This is an optimization exercise on Yosys and OpenROAD, whose aim is small area, a short achievable clock period and few clock cycles per item, not a production implementation.
Only simulation tests tie the RTL to the original design; equivalence was not proved.
Power is estimated from default activity; no workload was simulated.

==> flow/design.v (excerpt) <==
module mslut_enc (
    input  wire        clk,
    input  wire        rst,
    input  wire        req_valid,
    input  wire        req_we,
    input  wire [7:0]  req_addr,
    input  wire [31:0] req_wdata,
    output wire        req_ready,
    output wire        rsp_valid,
    output wire        rsp_err,
    output wire [31:0] rsp_rdata
);
    wire       al      = (req_addr[1:0] == 2'b00);
    wire [5:0] wa      = req_addr[7:2];
    wire a_ctrl   = al && (wa == 6'd0);
    wire a_status = al && (wa == 6'd1);
    wire a_sample = al && (wa == 6'd2);
    wire a_diag   = al && (wa == 6'd3);
    wire a_errinf = al && (wa == 6'd4);
    wire a_mslut  = al && (wa[5:3] == 3'b001);
    wire a_sel    = al && (wa == 6'd16);
    wire a_start  = al && (wa == 6'd17);
    wire a_win    = al && (wa == 6'd20);
    wire a_recon  = al && (wa == 6'd21);
    wire a_orig   = al && (wa == 6'd22);
    wire mapped   = a_ctrl | a_status | a_sample | a_diag | a_errinf | a_mslut |
                    a_sel | a_start | a_win | a_recon | a_orig;
    reg [3:0]  ph;               
    reg [8:0]  scount;
    reg        range_flag;
    reg        wr_ign;
    reg        busy;
    reg        res_ok;           
    reg        err_flag;         
    reg [1:0]  errcode;
    reg        ei_cb, ei_rb;
    reg [7:0]  win_idx;
    reg [255:0] raw;             
    reg [7:0]   r_x1, r_x2, r_x3;
    reg [1:0]   r_w0, r_w1, r_w2, r_w3;
    reg [7:0]   r_s0;            
    reg [7:0]   r_s90;           
    reg [7:0]   r_u;             
    reg [7:0]  prev;
    reg [7:0]  maxs;
    reg        step_bad, pat_bad;
    reg [7:0]  err_idx;          
    reg [1:0]  zc;               
    reg [2:0]  zm;               
    reg [7:0]  zx1, zx2, zx3;
    reg [1:0]  zb0, zb1, zb2;
    reg        pend;
    reg        err_q;
    reg [31:0] rd_q;
    reg        owait;            
    reg        sq;               
    reg [7:0]  sq_p;
    reg        fresh;            
    reg [7:0]  sq_acc;
    reg        sq_v;             
    wire [3:0] ph1 = ph + 4'd1;
  ...
Settings: LEC_CHECK=0, CAP_MARGIN=20, CORE_MARGIN=2, CORE_UTILIZATION=65, CTS_BUF_LIST=sky130_fd_sc_hd__clkbuf_16, CTS_CLUSTER_DIAMETER=50, CTS_CLUSTER_SIZE=24, SLEW_MARGIN=20; clock period 14.0 ns.
standard.sh (not shown) runs the stock make flow with config.mk's settings and CLKGATE_MAP_FILE= SYNTH_SCRIPT=/design/flow/synth_recipe.tcl, a recipe that flattens the netlist after the stock synthesis.
==> flow/flow/run.sh <==
#!/bin/bash
# The standard layout (the standard.sh), with timing repair asked to leave
# 7.7 ns of setup slack at the design's clock period, so that it also
# shortens paths that already meet the clock. The clock, constraints and
# scripts are the standard ones. The make output goes to standard.log.
set -euo pipefail
export SETUP_SLACK_MARGIN=7.7
bash standard.sh > standard.log 2>&1
Testbench counts at the start, summed over its fixed seeds: cycles 14,590, waveforms 48.
Change:
Settings changed: CTS_CLUSTER_DIAMETER 50 to 60, CTS_CLUSTER_SIZE 24 to 30.
What happened:
- The changed run ran to the end with no violations
- combinational power barely changes
- worst hold slack gets better by 11 ps
- power decreases by 5.8%
- setup slack is better by 60 ps

mslut_enc, a different RTL version from the one above (not shown whole).
Size: ~5000 cells after synthesis, roughly 2500 flip-flops.
==> flow/config.mk <==
export PLATFORM = sky130hd
export DESIGN_NAME = mslut_enc
export DESIGN_NICKNAME = mslut_enc
export VERILOG_FILES = /design/flow/design.v
export SDC_FILE = /design/flow/constraint.sdc
export NUM_CORES = 4
export LEC_CHECK = 0
export CAP_MARGIN = 20
export CORE_MARGIN = 2
export CORE_UTILIZATION = 65
export CTS_BUF_LIST = sky130_fd_sc_hd__clkbuf_16
export CTS_CLUSTER_DIAMETER = 60
export CTS_CLUSTER_SIZE = 30
export SLEW_MARGIN = 20
==> flow/constraint.sdc <==
create_clock -name core_clock -period 14.0 [get_ports {clk}]
set_input_delay 2.8000 -clock core_clock [delete_from_list [all_inputs] [get_ports {clk}]]
set_output_delay 2.8000 -clock core_clock [all_outputs]
set_load 0.01 [all_outputs]
Scripts as last shown in full above: flow/flow/run.sh
The starting point passed the timing, DRC and antenna checks.
Testbench counts at the start, summed over its fixed seeds: cycles 14,590, waveforms 48.
Next try:
CTS_CLUSTER_DIAMETER = 50   (was 60)
CTS_CLUSTER_SIZE = 24   (was 30)
Clock power went up by 20%.
Final cell count increases by 1.2%.
First-iteration DRC count rises by about 4.5%.

## afterwards: timing with drivers on the ports
The results above use ideal ports. As a check the final layouts listed here were re-extracted and re-timed, cells and wires unchanged. Step 1 sets driving cells, clkbuf_16 on the clock port and buf_2 on the other inputs (assumed; they add their load-dependent delay and slew). Step 2 times the ports against the registers' clock, not the clock port: input delays grow and output delays shrink by t, the midpoint of the rising clock arrivals with the driver on. Slacks: no drivers / after step 1 / after step 2; pairs: no drivers / after step 1.
| run | t, ns | setup slack, ns | latest minus earliest clock arrival (ns) | worst register clock-pin slew, ns |
|---|---|---|---|---|
| the first run of note 1 | 0.834 | 7.602 / 7.602 / 7.047 | 0.071 / 0.070 | 0.09 / 0.09 |
| the second run of note 1 | 0.817 | 7.661 / 7.621 / 7.096 | 0.075 / 0.075 | 0.11 / 0.11 |
| the first run of note 2 | 0.811 | 7.594 / 7.526 / 7.043 | 0.048 / 0.048 | 0.11 / 0.11 |
| the second run of note 2 | 0.823 | 7.596 / 7.525 / 7.006 | 0.066 / 0.066 | 0.11 / 0.11 |
After both steps every run listed still meets setup and hold. For the second run of note 2, which loses most, drivers alone change the setup slack by -0.071 ns; drivers and shift together by -0.590 ns.
